This design comes from an exercise in tuning for small area on the open sky130 flow, not from production work.
In this exercise RTL edits were held to simulation tests only and were not proved equivalent to the original.
The flow treats the clock pin as an ideal source, which a real chip does not have.
Power and IR drop assume default switching activity.

Setup of trial 81:
// xbt_dma
module xbt_dma (
    input  wire        clk,
    input  wire        rst,
    input  wire        reg_we,
    input  wire [1:0]  reg_addr,
    input  wire [7:0]  reg_wdata,
    output reg  [7:0]  reg_rdata,
    output wire        busy,
    output wire        fatal,
    output wire        bus_req,
    output wire        bus_we,
    output wire        bus_io,
    output wire [19:0] bus_addr,
    output wire [7:0]  bus_wdata,
    input  wire        bus_gnt,
    input  wire        bus_rvalid,
    input  wire [7:0]  bus_rdata
);
    localparam [16:0] MAX_ITER = 17'd100000;
    localparam [1:0] OP_COPY = 2'd0,
                     OP_MIX  = 2'd1,
                     OP_SWAP = 2'd2,
                     OP_FILL = 2'd3;
    reg [7:0]  dreg0, dreg1, dreg2;
    reg        busy_r;
    reg        fatal_r;
    reg        opm;         
    reg [4:0]  ph;          
    reg [3:0]  bc;          
    reg        rg;          
    reg [19:0] ar;          
    reg [19:0] r1, r2;
    reg [19:0] rem;         
    reg [19:0] it;          
    reg        c_alu, c_rem, c_it;
    reg [1:0]  op;
    reg [3:0]  mt;
    reg        s_hold, s_dir, s_io;
    reg        t_hold, t_dir, t_io;
    reg [7:0]  a;           
    reg [7:0]  b;           
    assign busy  = busy_r;
    assign fatal = fatal_r;
    wire run = busy_r & ~fatal_r;
    wire is_fill = op == OP_FILL;
    wire is_swap = op == OP_SWAP;
    wire is_mix  = op == OP_MIX;
    wire [3:0] k      = ph[4:1];
    wire       f_clr  = ~opm & (ph == 5'd31);
    wire       f_rd   = ~opm & (ph < 5'd18) & ~ph[0];
    wire       f_self = ~opm & (ph < 5'd18) &  ph[0];
  ...
==> flow/config.mk <==
export PLATFORM = sky130hd
export DESIGN_NAME = xbt_dma
export DESIGN_NICKNAME = xbt_dma
export VERILOG_FILES = /design/flow/design.v
export SDC_FILE = /design/flow/constraint.sdc
export NUM_CORES = 4
export LEC_CHECK = 0
export CAP_MARGIN = 20
export CORE_MARGIN = 2
export CORE_UTILIZATION = 70
export SLEW_MARGIN = 20
==> flow/constraint.sdc <==
create_clock -name core_clock -period 5.0 [get_ports {clk}]
set_input_delay 1.0000 -clock core_clock [delete_from_list [all_inputs] [get_ports {clk}]]
set_output_delay 1.0000 -clock core_clock [all_outputs]
set_load 0.01 [all_outputs]
standard.sh (not shown) runs the stock make flow with config.mk's settings and CLKGATE_MAP_FILE= SYNTH_SCRIPT=/design/flow/synth_recipe.tcl, a recipe that flattens the netlist after the stock synthesis.
==> flow/flow/run.sh <==
#!/bin/bash
# The standard layout (standard.sh), with these changes:
#  - synthesis maps all the logic with ABC's area-oriented mapper (amap), adders
#    included (no ADDER_MAP_FILE). It runs once for each ABC script flow/abc_*.script
#    (used in place of ORFS's abc_speed.script; they differ in how they restructure
#    the logic before mapping), and the smallest netlist is laid out (see
#    synth_choice.log). Every other synthesis step is ORFS's own, so the registers
#    are the standard synthesis's;
#  - the port buffers are buf_1 cells;
#  - the clock tree is built from clkbuf_8 cells, without dummy loads, and then
#    its leaf buffers become clkbuf_4 where the clock slew stays low
#    (flow/cts_down.tcl, log in cts_down.log).
# make's output goes to flow_make*.log; ORFS keeps each step's log under orfs/logs.
set -euo pipefail
work=$(pwd)

synth_area() {
  grep "Chip area" "$1/reports/sky130hd/xbt_dma/base/synth_stat.txt" | awk '{print $NF}'
}

export ADDER_MAP_FILE=
export BUFFER_PORTS_ARGS="-buffer_cell sky130_fd_sc_hd__buf_1"
export CTS_ARGS="-sink_clustering_enable -repair_clock_nets -dont_use_dummy_load -buf_list sky130_fd_sc_hd__clkbuf_8"

best=""
best_area=""
: > synth_choice.log
for script in "$work"/flow/abc_*.script; do
  name=$(basename "$script" .script)
  rm -rf "$work/scripts_$name" "$work/orfs"
  cp -r "$FLOW_HOME/scripts" "$work/scripts_$name"
  cp "$script" "$work/scripts_$name/abc_speed.script"
  SCRIPTS_DIR="$work/scripts_$name" bash standard.sh synth > "flow_make_synth_$name.log" 2>&1
  area=$(synth_area "$work/orfs")
  echo "synthesis area with $name: $area" >> synth_choice.log
  if [[ -z "$best" ]] || awk -v a="$area" -v b="$best_area" 'BEGIN { exit !(a < b) }'; then
    rm -rf "$work/orfs_best"
    mv "$work/orfs" "$work/orfs_best"
    best=$name
    best_area=$area
  fi
done
rm -rf "$work/orfs"
mv "$work/orfs_best" "$work/orfs"
echo "laid out: $best" >> synth_choice.log
export SCRIPTS_DIR="$work/scripts_$best"

bash standard.sh cts > flow_make_cts.log 2>&1
RESULTS="$work/orfs/results/sky130hd/xbt_dma/base" \
LIB="$FLOW_HOME/platforms/sky130hd/lib/sky130_fd_sc_hd__tt_025C_1v80.lib" \
SETRC="$FLOW_HOME/platforms/sky130hd/setRC.tcl" \
  openroad -no_init -exit "$work/flow/cts_down.tcl" > cts_down.log 2>&1
bash standard.sh finish > flow_make.log 2>&1
==> flow/flow/abc_d.script <==
strash
&get -n
&deepsyn -T 20 -S 1
&put
dch -f
amap -m -F 4 -A 8
strash
dch -f
amap -m -F 4 -A 8
topo
==> flow/flow/abc_e.script <==
strash
&get -n
&deepsyn -T 20 -S 2
&put
dch -f
amap -m -F 4 -A 8
strash
dch -f
amap -m -F 4 -A 8
topo
==> flow/flow/abc_f.script <==
strash
&get -n
&deepsyn -T 20 -S 3
&put
dch -f
amap -m -F 4 -A 8
strash
dch -f
amap -m -F 4 -A 8
topo
Other scripts of this flow, unchanged in this note and not shown: flow/flow/abc_a.script, flow/flow/abc_b.script, flow/flow/abc_c.script, flow/flow/cts_down.tcl
Trial 81 | status: complete | timing, DRC, antenna: pass
Relative to trial 81, the following input files were edited for trial 76:
removed: flow/flow/abc_d.script
removed: flow/flow/abc_e.script
removed: flow/flow/abc_f.script
==> results.txt <==
Sort trial 76 and trial 81 by total stage count of the critical path, ascending, and trial 81 comes first. Of the two values seen for last element of the critical path, ar[11] was produced by trial 81 and ar[19] by trial 76. In the reports for trial 76 and trial 81, the larger wire length after detailed routing belongs to trial 81. Run comparison: trial 81 critical path's slowest cell a2111oi_0; trial 76 critical path's slowest cell edfxtp_1. Comparing trial 76 and trial 81, the lower worst hold slack was measured on trial 76.


== wip/sierra ==
xbt_dma again, from the RTL that the note above started with.
export LEC_CHECK = 0
export CAP_MARGIN = 20
export CORE_MARGIN = 2
export CORE_UTILIZATION = 70
export SLEW_MARGIN = 20
create_clock -name core_clock -period 5.0 [get_ports {clk}]
==> flow/flow/run.sh <==
#!/bin/bash
# The standard layout (standard.sh), with these changes:
#  - synthesis maps all the logic with ABC's area-oriented mapper, adders included
#    (no ADDER_MAP_FILE). It runs twice, with flow/abc_map.script and with
#    flow/abc_deep.script (which first restructures the logic with &deepsyn) in
#    place of ORFS's abc_speed.script, and the smaller netlist is laid out
#    (synth_choice.log). Every other synthesis step is ORFS's own, so the
#    registers are the standard synthesis's;
#  - the port buffers are buf_1 cells;
#  - the clock tree is built from clkbuf_8 cells, without dummy loads, and then
#    its leaf buffers become clkbuf_4 where the clock slew stays low
#    (flow/cts_down.tcl, log in cts_down.log).
# make's output goes to flow_make*.log; ORFS keeps each step's log under orfs/logs.
set -euo pipefail
work=$(pwd)

scripts_with() {
  rm -rf "$1"
  cp -r "$FLOW_HOME/scripts" "$1"
  cp "$2" "$1/abc_speed.script"
}
synth_area() {
  grep "Chip area" "$1/reports/sky130hd/xbt_dma/base/synth_stat.txt" | awk '{print $NF}'
}

export ADDER_MAP_FILE=
export BUFFER_PORTS_ARGS="-buffer_cell sky130_fd_sc_hd__buf_1"
export CTS_ARGS="-sink_clustering_enable -repair_clock_nets -dont_use_dummy_load -buf_list sky130_fd_sc_hd__clkbuf_8"

scripts_with "$work/scripts_map" "$work/flow/abc_map.script"
scripts_with "$work/scripts_deep" "$work/flow/abc_deep.script"
SCRIPTS_DIR="$work/scripts_deep" bash standard.sh synth > flow_make_synth_deep.log 2>&1
rm -rf "$work/orfs_deep"
mv "$work/orfs" "$work/orfs_deep"
SCRIPTS_DIR="$work/scripts_map" bash standard.sh synth > flow_make_synth_map.log 2>&1
a_map=$(synth_area "$work/orfs")
a_deep=$(synth_area "$work/orfs_deep")
if awk -v m="$a_map" -v d="$a_deep" 'BEGIN { exit !(d < m) }'; then
  rm -rf "$work/orfs"
  mv "$work/orfs_deep" "$work/orfs"
  chosen=deep
else
  rm -rf "$work/orfs_deep"
  chosen=map
fi
echo "synthesis area: abc_map $a_map, abc_deep $a_deep; laid out: $chosen" > synth_choice.log
export SCRIPTS_DIR="$work/scripts_$chosen"

bash standard.sh cts > flow_make_cts.log 2>&1
RESULTS="$work/orfs/results/sky130hd/xbt_dma/base" \
LIB="$FLOW_HOME/platforms/sky130hd/lib/sky130_fd_sc_hd__tt_025C_1v80.lib" \
SETRC="$FLOW_HOME/platforms/sky130hd/setRC.tcl" \
  openroad -no_init -exit "$work/flow/cts_down.tcl" > cts_down.log 2>&1
bash standard.sh finish > flow_make.log 2>&1
==> flow/flow/abc_deep.script <==
strash
&get -n
&deepsyn -T 20
&put
dch -f
amap -m -F 4 -A 8
strash
dch -f
amap -m -F 4 -A 8
topo
==> flow/flow/cts_down.tcl <==
set results $::env(RESULTS)
read_liberty $::env(LIB)
read_db $results/4_cts.odb
read_sdc $results/4_cts.sdc
source $::env(SETRC)
set_propagated_clock [all_clocks]
estimate_parasitics -placement

proc max_clk_slew {} {
  set m 0
  foreach pin [get_pins -hierarchical */CLK] {
    set s [get_property $pin slew_max]
    if {$s > $m} { set m $s }
  }
  return $m
}

set big   [get_lib_cells sky130_fd_sc_hd__clkbuf_8]
set small [get_lib_cells sky130_fd_sc_hd__clkbuf_4]
set limit 0.110
puts "clock slew before: [max_clk_slew]"
foreach inst [get_cells *] {
  if {[get_property $inst ref_name] != "sky130_fd_sc_hd__clkbuf_8"} { continue }
  # skip the root: its input is the clock port's net
  set in_net [get_nets -of_objects [get_pins -of_objects $inst -filter "direction == input"]]
  if {[get_property $in_net name] == "clk"} { continue }
  replace_cell $inst $small
  estimate_parasitics -placement
  set s [max_clk_slew]
  if {$s > $limit} {
    replace_cell $inst $big
    estimate_parasitics -placement
    puts "kept [get_property $inst full_name] ($s)"
  } else {
    puts "downsized [get_property $inst full_name] ($s)"
  }
}
puts "clock slew after: [max_clk_slew]"
report_design_area
check_placement
write_db $results/4_cts.odb
Other scripts of this flow, unchanged in this note and not shown: flow/flow/abc_map.script
Here is what was changed in the inputs of wip/ember compared with wip/sierra.
==> flow/flow/run.sh <==
#!/bin/bash
# The standard layout (standard.sh), with three changes:
#  - synthesis maps all the logic with ABC's area-oriented mapper (flow/abc_map.script
#    in place of ORFS's abc_speed.script), adders included (no ADDER_MAP_FILE);
#    every other synthesis step is ORFS's own, so the registers are the standard
#    synthesis's;
#  - the port buffers are buf_1 cells;
#  - the clock tree is built from clkbuf_8 cells, without dummy loads, and then
#    its leaf buffers become clkbuf_4 where the clock slew stays low
#    (flow/cts_down.tcl, log in cts_down.log).
# make's output goes to flow_make.log; ORFS keeps each step's log under orfs/logs.
set -euo pipefail
work=$(pwd)
rm -rf "$work/scripts"
cp -r "$FLOW_HOME/scripts" "$work/scripts"
cp "$work/flow/abc_map.script" "$work/scripts/abc_speed.script"
export SCRIPTS_DIR="$work/scripts"
export ADDER_MAP_FILE=
export BUFFER_PORTS_ARGS="-buffer_cell sky130_fd_sc_hd__buf_1"
export CTS_ARGS="-sink_clustering_enable -repair_clock_nets -dont_use_dummy_load -buf_list sky130_fd_sc_hd__clkbuf_8"
bash standard.sh cts > flow_make_cts.log 2>&1
RESULTS="$work/orfs/results/sky130hd/xbt_dma/base" \
LIB="$FLOW_HOME/platforms/sky130hd/lib/sky130_fd_sc_hd__tt_025C_1v80.lib" \
SETRC="$FLOW_HOME/platforms/sky130hd/setRC.tcl" \
  openroad -no_init -exit "$work/flow/cts_down.tcl" > cts_down.log 2>&1
bash standard.sh finish > flow_make.log 2>&1
removed: flow/flow/abc_deep.script
Findings:
- Compared with wip/sierra, wip/ember shows first-iteration DRC count higher by 25%.
- wip/sierra → wip/ember: mean instance size in the synthesized netlist increased 0.28 µm²; utilization increased 0.89 points; power essentially unchanged.
### wip/ember -> wip/fjord
==> flow/flow/run.sh <==
#!/bin/bash
# The standard layout (standard.sh), with three changes:
#  - synthesis maps all the logic with ABC's area-oriented mapper (flow/abc_map.script
#    in place of ORFS's abc_speed.script), adders included (no ADDER_MAP_FILE);
#    every other synthesis step is ORFS's own, so the registers are the standard
#    synthesis's;
#  - the port buffers are buf_1 cells;
#  - the clock tree is built from clkbuf_8 cells, without dummy loads.
# make's output goes to flow_make.log; ORFS keeps each step's log under orfs/logs.
set -euo pipefail
work=$(pwd)
rm -rf "$work/scripts"
cp -r "$FLOW_HOME/scripts" "$work/scripts"
cp "$work/flow/abc_map.script" "$work/scripts/abc_speed.script"
export SCRIPTS_DIR="$work/scripts"
export ADDER_MAP_FILE=
export BUFFER_PORTS_ARGS="-buffer_cell sky130_fd_sc_hd__buf_1"
export CTS_ARGS="-sink_clustering_enable -repair_clock_nets -dont_use_dummy_load -buf_list sky130_fd_sc_hd__clkbuf_8"
bash standard.sh finish > flow_make.log 2>&1
removed: flow/flow/cts_down.tcl
Results
- wip/fjord went all the way through synthesis, placement and routing and the layout is clean on timing, DRC and antenna.
- From wip/fjord to wip/ember, area after synthesis did not move at all.
- [compare] base=wip/ember new=wip/fjord: proportion of power drawn by flip-flops and latches fell by 2.2 points, height of the chip stayed essentially flat, via count of the first global-routing pass stayed essentially flat, via count fell by about 0.4%, fraction of standard cell area in multi-input logic fell by 0.21 points.

## static timing again, ports no longer ideal
No port has a modelled driver above. Below, the same layouts with a new extraction and two added sets of constraints.
Step 1 sets driving cells, clkbuf_16 on the clock port and buf_2 on the other inputs (assumed; they add their load-dependent delay and slew).
Step 2 moves the port delays by t, midway between the first and last clock arrival at a register: inputs arrive t later, outputs are due t later. That takes back most of the time a late clock gives input paths.
Slacks: ideal / step 1 / step 2; pairs: ideal / step 1.
run	shift t [ns]	slack for setup (ns)	clock arrival spread, ns	slew at the worst register clock pin (ns)	pins driven straight from the clock port
trial 81	0.440	0.349 / 0.349 / 0.349	0.027 / 0.027	0.10 / 0.10	1
trial 76	0.457	0.956 / 0.956 / 0.956	0.036 / 0.036	0.11 / 0.11	1
wip/sierra	0.443	0.842 / 0.842 / 0.842	0.030 / 0.030	0.11 / 0.11	1
wip/ember	0.451	0.454 / 0.454 / 0.454	0.027 / 0.027	0.10 / 0.10	1
wip/fjord	0.463	0.448 / 0.448 / 0.448	0.033 / 0.033	0.09 / 0.09	1
After both steps setup and hold are still met in every run listed.
